This is an optimization exercise on Yosys and OpenROAD, whose aim is small area, a short achievable clock period and few clock cycles, not a production implementation.
Only simulation tests tie the RTL to the original design; equivalence was not proved.
Power is estimated from default activity; no workload was simulated.

$ cat config.mk
export PLATFORM = sky130hd
export DESIGN_NAME = corewar_core
export DESIGN_NICKNAME = corewar_core
export VERILOG_FILES = /design/flow/design.v
export SDC_FILE = /design/flow/constraint.sdc
export NUM_CORES = 4
export LEC_CHECK = 0
export CAP_MARGIN = 20
export CORE_MARGIN = 2
export CORE_UTILIZATION = 30
export SLEW_MARGIN = 20
$ cat constraint.sdc
create_clock -name core_clock -period 7.0 [get_ports {clk}]
set_input_delay 1.4000 -clock core_clock [delete_from_list [all_inputs] [get_ports {clk}]]
set_output_delay 1.4000 -clock core_clock [all_outputs]
set_load 0.01 [all_outputs]
$ cat design.v
module corewar_core (
    input  wire        clk,
    input  wire        rst,
    input  wire        cmd_valid,
    output wire        cmd_ready,
    input  wire [1:0]  cmd_kind,      
    input  wire [4:0]  cmd_addr,
    input  wire [2:0]  cmd_op,
    input  wire [1:0]  cmd_amode,
    input  wire [31:0] cmd_a,
    input  wire [1:0]  cmd_bmode,
    input  wire [31:0] cmd_b,
    input  wire [15:0] cmd_budget,
    output reg         rsp_valid,
    output reg  [2:0]  rsp_code,
    output reg  [1:0]  rsp_index,
    input  wire [4:0]  obs_addr,
    output wire [2:0]  obs_op,
    output wire [1:0]  obs_amode,
    output wire [31:0] obs_a,
    output wire [1:0]  obs_bmode,
    output wire [31:0] obs_b,
    output wire [2:0]  w_count,
    output wire [3:0]  w_alive,
    output wire [19:0] w_pc,
    output wire        started,
    output wire        faulted
);
    localparam OP_MOV = 3'd0, OP_ADD = 3'd1, OP_JMP = 3'd2,
               OP_CMP = 3'd3, OP_SLT = 3'd4, OP_DAT = 3'd5;
    localparam M_IMM = 2'd0, M_DIR = 2'd1, M_IND = 2'd2;
    localparam K_WRITE = 2'd0, K_ADDW = 2'd1, K_RUN = 2'd2;
    localparam R_OK = 3'd0, R_WINNER = 3'd1, R_NOWINNER = 3'd2,
               R_FATAL = 3'd3, R_FAULTED = 3'd4, R_AFTERRUN = 3'd5,
               R_FULL = 3'd6;
    localparam S_IDLE  = 3'd0, S_SEL   = 3'd1, S_FETCH = 3'd2, S_APTR = 3'd3,
               S_AREAD = 3'd4, S_BPTR  = 3'd5, S_BREAD = 3'd6, S_EXEC = 3'd7;
    reg [2:0]  c_op    [0:31];
    reg [1:0]  c_amode [0:31];
    reg [31:0] c_a     [0:31];
    reg [1:0]  c_bmode [0:31];
    reg [31:0] c_b     [0:31];
    reg [4:0]  pc    [0:3];
    reg [3:0]  alive;
    reg [2:0]  count;
    reg        started_r;
    reg        faulted_r;
    reg [2:0]  state;
    reg [2:0]  k;
    reg [15:0] ticks;
    reg [4:0]  base;
    reg [2:0]  ir_op;
    reg [1:0]  ir_amode;
    reg [31:0] ir_a;
    reg [1:0]  ir_bmode;
    reg [31:0] ir_b;
    reg [4:0]  addr_a;
    reg [4:0]  addr_b;
    reg [2:0]  ca_op;
    reg [1:0]  ca_amode;
    reg [31:0] ca_a;
    reg [1:0]  ca_bmode;
    reg [31:0] ca_b;
    reg [31:0] vb_cell;
    reg  [4:0] rd_addr;
    always @(*) begin
        case (state)
            S_FETCH: rd_addr = base;
            S_APTR:  rd_addr = base + ir_a[4:0];
            S_AREAD: rd_addr = addr_a;
            S_BPTR:  rd_addr = base + ir_b[4:0];
            S_BREAD: rd_addr = addr_b;
            default: rd_addr = base;
        endcase
    end
    wire [2:0]  rd_op    = c_op[rd_addr];
    wire [1:0]  rd_amode = c_amode[rd_addr];
    wire [31:0] rd_a     = c_a[rd_addr];
    wire [1:0]  rd_bmode = c_bmode[rd_addr];
    wire [31:0] rd_b     = c_b[rd_addr];
    wire [31:0] val_a = (ir_amode == M_IMM) ? ir_a : ca_b;
    wire [31:0] val_b = (ir_bmode == M_IMM) ? ir_b : vb_cell;
    wire [31:0] sum   = val_a + val_b;
    wire        eq    = (val_a == val_b);
    wire        lt    = ($signed(val_a) < $signed(val_b));
    wire [3:0]  alive_after_dat = alive & ~(4'b0001 << k[1:0]);
    wire [2:0]  alive_left = {2'b00, alive_after_dat[0]} + {2'b00, alive_after_dat[1]}
                           + {2'b00, alive_after_dat[2]} + {2'b00, alive_after_dat[3]};
    reg  [1:0]  survivor;
    always @(*) begin
        survivor = 2'd0;
        if (alive_after_dat[3]) survivor = 2'd3;
        if (alive_after_dat[2]) survivor = 2'd2;
        if (alive_after_dat[1]) survivor = 2'd1;
        if (alive_after_dat[0]) survivor = 2'd0;
    end
    integer i;
    always @(posedge clk) begin
        rsp_valid <= 1'b0;
        if (rst) begin
            for (i = 0; i < 32; i = i + 1) begin
                c_op[i]    <= OP_DAT;
                c_amode[i] <= M_IMM;
                c_a[i]     <= 32'd0;
                c_bmode[i] <= M_IMM;
                c_b[i]     <= 32'd0;
            end
            for (i = 0; i < 4; i = i + 1)
                pc[i] <= 5'd0;
            alive     <= 4'd0;
            count     <= 3'd0;
            started_r <= 1'b0;
            faulted_r <= 1'b0;
            state     <= S_IDLE;
            k         <= 3'd0;
            ticks     <= 16'd0;
            base      <= 5'd0;
            rsp_code  <= 3'd0;
            rsp_index <= 2'd0;
        end else begin
            case (state)
                S_IDLE: begin
                    if (cmd_valid) begin
                        rsp_valid <= 1'b1;
                        rsp_index <= 2'd0;
                        case (cmd_kind)
                            K_WRITE: begin
                                if (faulted_r)
                                    rsp_code <= R_FAULTED;
                                else if (started_r)
                                    rsp_code <= R_AFTERRUN;
                                else begin
                                    rsp_code           <= R_OK;
                                    c_op[cmd_addr]     <= cmd_op;
                                    c_amode[cmd_addr]  <= cmd_amode;
                                    c_a[cmd_addr]      <= cmd_a;
                                    c_bmode[cmd_addr]  <= cmd_bmode;
                                    c_b[cmd_addr]      <= cmd_b;
                                end
                            end
                            K_ADDW: begin
                                if (faulted_r)
                                    rsp_code <= R_FAULTED;
                                else if (started_r)
                                    rsp_code <= R_AFTERRUN;
                                else if (count == 3'd4)
                                    rsp_code <= R_FULL;
                                else begin
                                    rsp_code         <= R_OK;
                                    rsp_index        <= count[1:0];
                                    pc[count[1:0]]   <= cmd_addr;
                                    alive[count[1:0]] <= 1'b1;
                                    count            <= count + 3'd1;
                                end
                            end
                            default: begin  
                                if (faulted_r)
                                    rsp_code <= R_FAULTED;
                                else begin
                                    started_r <= 1'b1;
                                    if (cmd_budget == 16'd0)
                                        rsp_code <= R_NOWINNER;
                                    else begin
                                        rsp_valid <= 1'b0;
                                        ticks     <= cmd_budget;
                                        k         <= 3'd0;
                                        state     <= S_SEL;
                                    end
                                end
                            end
                        endcase
                    end
                end
                S_SEL: begin
                    if (k == count) begin
                        if (ticks == 16'd1) begin
                            rsp_valid <= 1'b1;
                            rsp_code  <= R_NOWINNER;
                            rsp_index <= 2'd0;
                            state     <= S_IDLE;
                        end else begin
                            ticks <= ticks - 16'd1;
                            k     <= 3'd0;
                        end
                    end else if (alive[k[1:0]]) begin
                        base  <= pc[k[1:0]];
                        state <= S_FETCH;
                    end else begin
                        k <= k + 3'd1;
                    end
                end
                S_FETCH: begin
                    ir_op    <= rd_op;
                    ir_amode <= rd_amode;
                    ir_a     <= rd_a;
                    ir_bmode <= rd_bmode;
                    ir_b     <= rd_b;
                    state    <= S_APTR;
                end
                S_APTR: begin
                    if (ir_amode == M_IND)
                        addr_a <= base + rd_b[4:0];
                    else
                        addr_a <= base + ir_a[4:0];
                    state <= S_AREAD;
                end
                S_AREAD: begin
                    ca_op    <= rd_op;
                    ca_amode <= rd_amode;
                    ca_a     <= rd_a;
                    ca_bmode <= rd_bmode;
                    ca_b     <= rd_b;
                    state    <= S_BPTR;
                end
                S_BPTR: begin
                    if (ir_bmode == M_IND)
                        addr_b <= base + rd_b[4:0];
                    else
                        addr_b <= base + ir_b[4:0];
                    state <= S_BREAD;
                end
                S_BREAD: begin
                    vb_cell <= rd_b;
                    state   <= S_EXEC;
                end
                default: begin  
                    k     <= k + 3'd1;
                    state <= S_SEL;
                    case (ir_op)
                        OP_MOV: begin
                            if (ir_bmode != M_IMM) begin
                                if (ir_amode == M_IMM)
                                    c_b[addr_b] <= ir_a;
                                else begin
                                    c_op[addr_b]    <= ca_op;
                                    c_amode[addr_b] <= ca_amode;
                                    c_a[addr_b]     <= ca_a;
                                    c_bmode[addr_b] <= ca_bmode;
                                    c_b[addr_b]     <= ca_b;
                                end
                            end
                            pc[k[1:0]] <= base + 5'd1;
                        end
                        OP_ADD: begin
                            if (ir_bmode != M_IMM)
                                c_b[addr_b] <= sum;
                            pc[k[1:0]] <= base + 5'd1;
                        end
                        OP_JMP: begin
                            pc[k[1:0]] <= addr_a;
                        end
                        OP_CMP: begin
                            pc[k[1:0]] <= base + (eq ? 5'd2 : 5'd1);
                        end
                        OP_SLT: begin
                            pc[k[1:0]] <= base + (lt ? 5'd2 : 5'd1);
                        end
                        default: begin  
                            alive <= alive_after_dat;
                            if (alive_left == 3'd1) begin
                                rsp_valid <= 1'b1;
                                rsp_code  <= R_WINNER;
                                rsp_index <= survivor;
                                state     <= S_IDLE;
                            end else if (alive_left == 3'd0) begin
                                faulted_r <= 1'b1;
                                rsp_valid <= 1'b1;
                                rsp_code  <= R_FATAL;
                                rsp_index <= k[1:0];
                                state     <= S_IDLE;
                            end
                        end
                    endcase
                end
            endcase
        end
    end
    assign cmd_ready = (state == S_IDLE);
    assign obs_op    = c_op[obs_addr];
    assign obs_amode = c_amode[obs_addr];
    assign obs_a     = c_a[obs_addr];
    assign obs_bmode = c_bmode[obs_addr];
    assign obs_b     = c_b[obs_addr];
    assign w_count = count;
    assign w_alive = alive;
    assign w_pc    = {pc[3], pc[2], pc[1], pc[0]};
    assign started = started_r;
    assign faulted = faulted_r;
endmodule
$ cat run.sh
#!/bin/bash
# synth_recipe.tcl (not shown) runs the flow's synth.tcl, then flattens the netlist and writes it again
# the make line also repeats each setting of config.mk as NAME=value (left out here)
make -C /OpenROAD-flow-scripts/flow DESIGN_CONFIG=/design/flow/config.mk WORK_HOME=/design/flow/orfs CLKGATE_MAP_FILE= SYNTH_SCRIPT=/design/flow/synth_recipe.tcl finish
==> results.sh, run 1 <==
export IMPL_outcome="complete, no violations"
export IMPL_cts_path_max_buffers=4
export IMPL_vias=103000
export IMPL_vias_per_cell=5.83
export IMPL_grt_pass1_vias=96600
export IMPL_clk_latency_ps=900
export IMPL_cts_setup_buffers=0
export IMPL_drive_gt1_share_pct=15.8
export IMPL_io_pins=209
export IMPL_finalInstanceArea_mm2=0.151
export IMPL_grt_antenna_before_repair=42
export IMPL_drt_iter0_markers=16400
export IMPL_worst_setup_path_start_kind="register"
export IMPL_grt_pass1_wl_um=731000
export IMPL_grt_overflow_total=0
export IMPL_yosys_warnings=1
export IMPL_cts_tree="yes"
export IMPL_power_density_mw_per_mm2=233
export IMPL_r2r_cells=17
export IMPL_numCtsBuffers=276
export IMPL_worstHoldPathCells=2
export IMPL_worstPathRequired_ps=7630
export IMPL_cp_max_fo=13
export IMPL_nets=11700
export IMPL_wirelength_um=522000
export IMPL_synth_edff_count=2476
export IMPL_maxSlewViolCount=0
export IMPL_place_area_mm2=0.142
export IMPL_hp_class="register to register"
export IMPL_cp_end_kind="register"
export IMPL_async_flop_share_pct=0
export IMPL_cts_resized=0
export IMPL_rr_startpoint="base[0]"
export IMPL_ir_worst_vdd_mv=0.165
export IMPL_die_w_um=669
export IMPL_ant_nets=0
export IMPL_drcViolationCount=0
export IMPL_grtUsageTotal_pct=22.6
export IMPL_critical_path_class="register to register"
export IMPL_fp_dieArea_mm2=0.447
export IMPL_std_cell_rows=244
export IMPL_drt_pass1_iterations=8
export IMPL_synthToLayoutAreaGrowth_pct=14.2
export IMPL_rsz0062_at_grt="no"
export IMPL_syn_area_mm2=0.133
export IMPL_die_h_um=669
export IMPL_p_leak_nw=53.8
export IMPL_setup_viol=0
export IMPL_slew_headroom_pct=21.0
export IMPL_min_from="rsp_code[1]"
export IMPL_whs_endpoint="rsp_code[1]"
export IMPL_syn_avg_cell_area_um2=11.2
export IMPL_cts_htree_levels=5
export IMPL_yosysSeqAreaShare_pct=56.7
export IMPL_synth_seq_cells=2518
export IMPL_ys_flop_type="edfxtp_1"
export IMPL_r2r_end="addr_a[4]"
export IMPL_ys_types=83
export IMPL_cts_sinks=2518
export IMPL_avgRoutedWirePerCell_um=29.6
export IMPL_clk_pin_slew_worst_paths_ps=60
export IMPL_timing_final_hold_violations=0
export IMPL_hpwl_um=299000
export IMPL_fin_crit_sh_pct=84.1
export IMPL_clockRootBuffer="clkbuf_16"
export IMPL_synth_cells=11800
export IMPL_r2r_slack_ps=1110
export IMPL_syn_nets=12000
export IMPL_cp_arrival_ps=6520
export IMPL_tightest_slew_ps=1180
export IMPL_min_period_ps=5890
export IMPL_grt_max_degree=169
export IMPL_initial_core_util_pct=30.1
export IMPL_cap_violations=0
export IMPL_core_area_mm2=0.441
export IMPL_fin_skew_ps=54.0
export IMPL_tns_ps=0
export IMPL_fmax_ghz=0.170
export IMPL_port_buffers=208
export IMPL_postCtsHoldBufs=0
export IMPL_gp_congestion=0.871
==> synthesized netlist by cell type (all sizes together) (74+ instances only) <==
cell type | n | area [um^2]
nand3 | 653 | 3270
and3 | 287 | 1800
a311oi | 420 | 3680
a31oi | 156 | 976
ha | 93 | 1160
a21o | 90 | 678
a21oi | 164 | 825
nor2 | 2327 | 8750
mux2i | 90 | 901
nand2 | 2464 | 9250
clkbuf | 950 | 3640
a211oi | 89 | 668
buf | 226 | 1160
edfxtp | 2476 | 74400
mux4 | 717 | 16100
mux2 | 139 | 1570
inv | 74 | 278
==> routing by layer <==
metal  global-route usage (%)  vias up  share of wire (%)
met5                        0        -              0.029
met1                     29.7    51100                 37
met2                     33.6     7895                 43
met4                     13.5       26                6.9
li1                         -    42300                  -
met3                     5.74     1463                 13
==> sequential cells by signal (all words and copies together) (netlist names), 4 cells and up <==
| name | count |
|---|---|
| pc | 20 |
| ir_a | 32 |
| ca_b | 32 |
| ir_b | 32 |
| c_op | 96 |
| addr_b | 5 |
| alive | 4 |
| vb_cell | 32 |
| base | 5 |
| ticks | 16 |
| c_bmode | 64 |
| c_amode | 64 |
| c_b | 1024 |
| ca_a | 32 |
| addr_a | 5 |
| c_a | 1024 |
==> critical path: stages (launching register included) <==
cell and delay [ps]:
dfxtp_1 750, ha_1 300, fa_1 440, mux2i_1 140, o21ai_0 230, a221oi_4 910, buf_4 290, a311oi_1 90
a311oi_1 360, a21oi_1 160, a21o_1 350, ha_1 250, fa_1 440, a21o_1 190, a21oi_1 230, xor2_1 190
xnor2_1 100, o21a_1 180
==> worst max-delay path by stage <==
stage,cells after the start,slack [ps],from,endpoint
floorplan,7,1680,obs_addr[0],obs_a[22]
global placement,18,1090,ir_bmode[0],pc[2][4]
detailed placement,18,1110,ir_bmode[0],pc[2][4]
CTS,18,1080,ir_bmode[0],pc[2][4]
global route,18,750,ir_bmode[0],pc[2][4]
finish,17,1110,base[0],addr_a[4]
==> cell usage in the layout (no fill, tap or decap), drive strengths merged, types with 202 or more instances in the layout <==
cell type      synthesis  routed
edfxtp              2476    2476
nand2               2464    2464
nor2                2327    2327
mux4                 717     717
nand3                653     653
a311oi               420     420
buf                  226     395
clkbuf               950     349
and3                 287     287
clkdlybuf4s50          1     202
==> cell families after synthesis <==
family          synth area share, %
simple gates                   18.0
flops                          56.7
buf+inv                        3.89
compound gates                 6.12
mux                            14.0
fa+ha+maj                     0.983
xor+xnor                      0.304
==> final cells by class <==
| cell class | instances | area (um^2) |
|---|---|---|
| Timing Repair Buffer | 597 | 6340 |
| Multi-Input combinational cell | 8037 | 53400 |
| Tap cell | 5904 | 7390 |
| Fill cell | 43100 | 289000 |
| Inverter | 75 | 284 |
| Antenna cell | 24 | 60.1 |
| Clock buffer | 349 | 7500 |
| Clock inverter | 125 | 1310 |
| Sequential cell | 2518 | 75200 |
==> report_power, final <==
| group | switching, mW | internal, mW |
|---|---|---|
| combinational | 2.09 | 1.21 |
| clock | 6.22 | 8.56 |
| sequential | 0.281 | 17.0 |
| total | 8.58 | 26.8 |
==> stage by stage <==
stage | utilization [%] | instances | hold WS (ps) | power (mW) | setup WS [ps]
3_5_place_dp | 32.3 | 17100 | 451 | 20.8 | 1110
3_3_place_gp | 32.3 | 17100 | 444 | 20.8 | 1090
6_report | 34.4 | 17600 | 455 | 35.4 | 1110
4_1_cts | 34.3 | 17600 | 457 | 35.4 | 1080
5_1_grt | 34.4 | 17600 | 484 | 36.1 | 747
2_1_floorplan | - | 11800 | 468 | 19.3 | 1680
Testbench counts, summed over its fixed seeds: cycles 123,807.
==> inputs of run 2 (changes only) <==
--- a/design.v
+++ b/design.v
@@ -195,7 +195,12 @@
                     ir_a     <= rd_a;
                     ir_bmode <= rd_bmode;
                     ir_b     <= rd_b;
-                    state    <= S_APTR;
+                    if (rd_amode == M_IND)
+                        state  <= S_APTR;
+                    else begin
+                        addr_a <= base + rd_a[4:0];
+                        state  <= S_AREAD;
+                    end
                 end
                 S_APTR: begin
                     if (ir_amode == M_IND)
@@ -210,7 +215,12 @@
                     ca_a     <= rd_a;
                     ca_bmode <= rd_bmode;
                     ca_b     <= rd_b;
-                    state    <= S_BPTR;
+                    if (ir_bmode == M_IND)
+                        state  <= S_BPTR;
+                    else begin
+                        addr_b <= base + ir_b[4:0];
+                        state  <= S_BREAD;
+                    end
                 end
                 S_BPTR: begin
                     if (ir_bmode == M_IND)
==> results.sh, run 2 <==
export IMPL_critPathMostFrequentCell="mux4_2"
export IMPL_port_buffers=208
export IMPL_std_cell_rows=244
export IMPL_finalInstanceArea_mm2=0.152
export IMPL_synth_compound_area_share_pct=5.20
export IMPL_synthXorXnorAreaFrac_pct=0.343
export IMPL_synth_cells=11900
export IMPL_yosysSeqAreaShare_pct=56.7
export IMPL_maxSlewViolCount=0
export IMPL_syn_nets=12100
export IMPL_drt_iter0_markers=17300
export IMPL_cts_tree="yes"
export IMPL_register_area_mm2=0.0752
export IMPL_fin_crit_sh_pct=84.4
export IMPL_synth_mux_area_share_pct=14.0
export IMPL_async_flop_share_pct=0
export IMPL_postCtsHoldBufs=0
export IMPL_drt_pass1_iterations=10
export IMPL_syn_avg_cell_area_um2=11.2
export IMPL_die_h_um=669
export IMPL_r2r_slack_ps=1240
export IMPL_ys_types=82
export IMPL_outcome="complete, no violations"
export IMPL_ant_nets=0
export IMPL_cp_end_kind="output port"
export IMPL_io_pins=209
export IMPL_ys_flop_type="edfxtp_1"
export IMPL_yosysMostFrequentCell="edfxtp_1"
export IMPL_synth_top_cells_by_count="edfxtp_1 (2476), nand2_1 (2437), nor2_1 (2357)"
export IMPL_vias=104000
export IMPL_numCtsBuffers=272
export IMPL_setup_viol=0
export IMPL_grt_pass1_vias=97900
export IMPL_crit_path_max_incr_delay_ps=560
export IMPL_clockRootBuffer="clkbuf_16"
export IMPL_p_leak_nw=53.3
export IMPL_place_area_mm2=0.143
export IMPL_synth_edff_count=2476
export IMPL_tns_ps=0
export IMPL_mostFrequentLayoutCell="edfxtp_1"
export IMPL_grt_pass1_wl_um=751000
export IMPL_fp_dieArea_mm2=0.448
export IMPL_nets=11900
export IMPL_initial_core_util_pct=30.1
export IMPL_drcViolationCount=0
export IMPL_yosys_warnings=1
export IMPL_synth_seq_cells=2518
export IMPL_cts_htree_levels=5
export IMPL_grt_antenna_before_repair=36
export IMPL_grt_overflow_total=0
export IMPL_crit_family="buffers and inverters"
export IMPL_cts_path_max_buffers=4
export IMPL_worst_path_buf_inv=3
export IMPL_cap_violations=0
export IMPL_synth_area_leaders="edfxtp_1 (56%), mux4_2 (12%), nand2_1 (6.9%), nor2_1 (6.7%), nand3_1 (3.4%)"
export IMPL_cp_arrival_ps=4510
export IMPL_synth_simple_gate_area_share_pct=19.0
export IMPL_synthAdderAreaFrac_pct=1.04
export IMPL_avgRoutedWirePerCell_um=30.4
export IMPL_timing_final_hold_violations=0
export IMPL_vias_per_cell=5.87
export IMPL_mostFrequentLayoutCells="edfxtp_1 (2476), nand2_1 (2372), nor2_1 (2352), nand3_1 (912), mux4_2 (718)"
export IMPL_drive_gt1_share_pct=16.5
export IMPL_yosys_area_top_type="edfxtp_1"
export IMPL_setup_ws_ps=1090
export IMPL_crit_chain="buf_8 -> buf_12 -> mux4_2 -> mux4_2 -> mux2_2 -> clkdlybuf4s50_1"
export IMPL_n_fill_cell=43000
export IMPL_power_density_mw_per_mm2=235
export IMPL_rsz0062_at_grt="no"
export IMPL_cts_resized=0
export IMPL_tightest_slew_ps=1240
export IMPL_slowest_stage="mux4_2"
export IMPL_synthToLayoutAreaGrowth_pct=14.6
export IMPL_hpwl_um=307000
export IMPL_top_regs="c_a x1024, c_b x1024, c_op x96"
export IMPL_hp_class="register to register"
export IMPL_cts_sinks=2518
export IMPL_grt_max_degree=147
export IMPL_clk_latency_ps=960
export IMPL_grtUsageTotal_pct=23.3
export IMPL_worst_setup_path_start_kind="input pin"
export IMPL_fmax_ghz=0.169
export IMPL_wirelength_um=540000
export IMPL_cp_max_fo=103
export IMPL_worstPathRequired_ps=5600
export IMPL_cts_setup_buffers=0
export IMPL_ir_worst_vdd_mv=0.190
export IMPL_slew_headroom_pct=16.3
export IMPL_syn_area_mm2=0.133
export IMPL_min_period_ps=5910
export IMPL_clk_pin_slew_worst_paths_ps=60
export IMPL_pre_cts_ws_ps=1130
export IMPL_critical_path_class="input pin to output port"
export IMPL_synth_top_family_by_area="simple AND/OR/NAND/NOR gates"
export IMPL_core_area_mm2=0.441
export IMPL_synth_top_area_share_pct=56.0
export IMPL_fin_skew_ps=80.4
export IMPL_multi_input_area_mm2=0.0538
export IMPL_die_w_um=669
export IMPL_gp_congestion=0.891
## run 2: cell types whose count changed after synthesis, moves of 64 or more
cell	change
a211oi_1	-70
a31oi_1	-69
and3_1	-64
buf_2	+80
nand2b_1	+69
nand3_1	+260
## run 2: metrics by stage
stage	utilization, %	instances	power [mW]	hold slack (ps)
global placement	32.4	17300	21.0	462
global route	34.5	17800	36.5	491
finish	34.5	17800	35.8	468
detailed placement	32.4	17300	21.0	461
floorplan	-	11900	19.4	460
CTS	34.5	17800	35.7	472
## run 2: worst register-to-register path: cells and delay by family (launching register included)
family / cells / cell delay (ps)
XOR/XNOR: 1 / 280
flip-flops: 1 / 300
AO/OA/AOI/OAI: 8 / 2000
buffers and inverters: 2 / 620
AND/OR/NAND/NOR: 5 / 1200
adder cells (fa/ha/maj): 3 / 1130
## run 2: layer usage
| layer | global-route usage (%) | wire length [um] | vias up |
|---|---|---|---|
| li1 | - | - | 42700 |
| met1 | 30.3 | 194000 | 51600 |
| met2 | 34.6 | 230000 | 8393 |
| met3 | 6.38 | 74900 | 1688 |
| met4 | 14.3 | 40300 | 42 |
| met5 | 0 | 429 | - |
## run 2: worst paths after layout
check / cells past startpoint / end / start
min reg2reg: 2 / rsp_code[2] / rsp_code[2]
max: 6 / obs_b[26] / obs_addr[0]
max reg2reg: 19 / addr_a[4] / base[0]
min: 2 / rsp_code[2] / rsp_code[2]
## run 2: cell type report
type / count / area share (%)
diodes: 9 / 0.0148
clock buffers: 329 / 4.75
clock inverters: 161 / 1.11
inverters: 73 / 0.180
multi-input cells: 8122 / 35.4
flip-flops and latches: 2518 / 49.4
well taps: 5904 / 4.86
repair buffers: 663 / 4.31
## run 2: cell families (layout without fill, tap and decap cells)
logic type / count (synthesis) / in the layout
xor+xnor: 52 / 52
buf+inv: 1249 / 1226
fa+ha+maj: 106 / 106
simple gates: 6122 / 6122
other cells: 0 / 9
flops: 2518 / 2518
compound gates: 896 / 896
mux: 946 / 946
## run 2: power by group
part	total, mW	internal (mW)	switching [mW]
clock	14.9	8.54	6.41
combinational	3.53	1.28	2.25
sequential	17.3	17.0	0.285
Testbench counts of run 2, summed over its fixed seeds: cycles 99,117.

==> separate check: timing with driven ports <==
Ports are ideal in the flow. The routed layouts listed here were re-timed in OpenROAD.
Step 1 assumes that a clkbuf_16 drives the clock port and a buf_2 every other input.
Step 2 adds t to the input delays and takes it off the output delays; t is the mean of the earliest and latest rising clock arrival at the registers after step 1. Input paths then give back, and output paths get back, about the clock's delay inside the block.
Three values: ideal, step 1, step 2; two values: the first two.
run | t (ns) | slack for setup (ns) | hold WS [ns] | worst setup path at the end | worst register clock-pin slew, ns
run 1 | 0.993 | 1.115 / 1.084 / 1.084 | 0.455 / 0.455 / 0.455 | input to output | 0.07 / 0.07
run 2 | 1.037 | 1.094 / 1.042 / 1.042 | 0.468 / 0.468 / 0.468 | input to output | 0.07 / 0.07
After both steps every run listed still meets setup and hold. For run 2, which loses most, drivers alone change the setup slack by -0.052 ns; drivers and shift together by -0.052 ns.
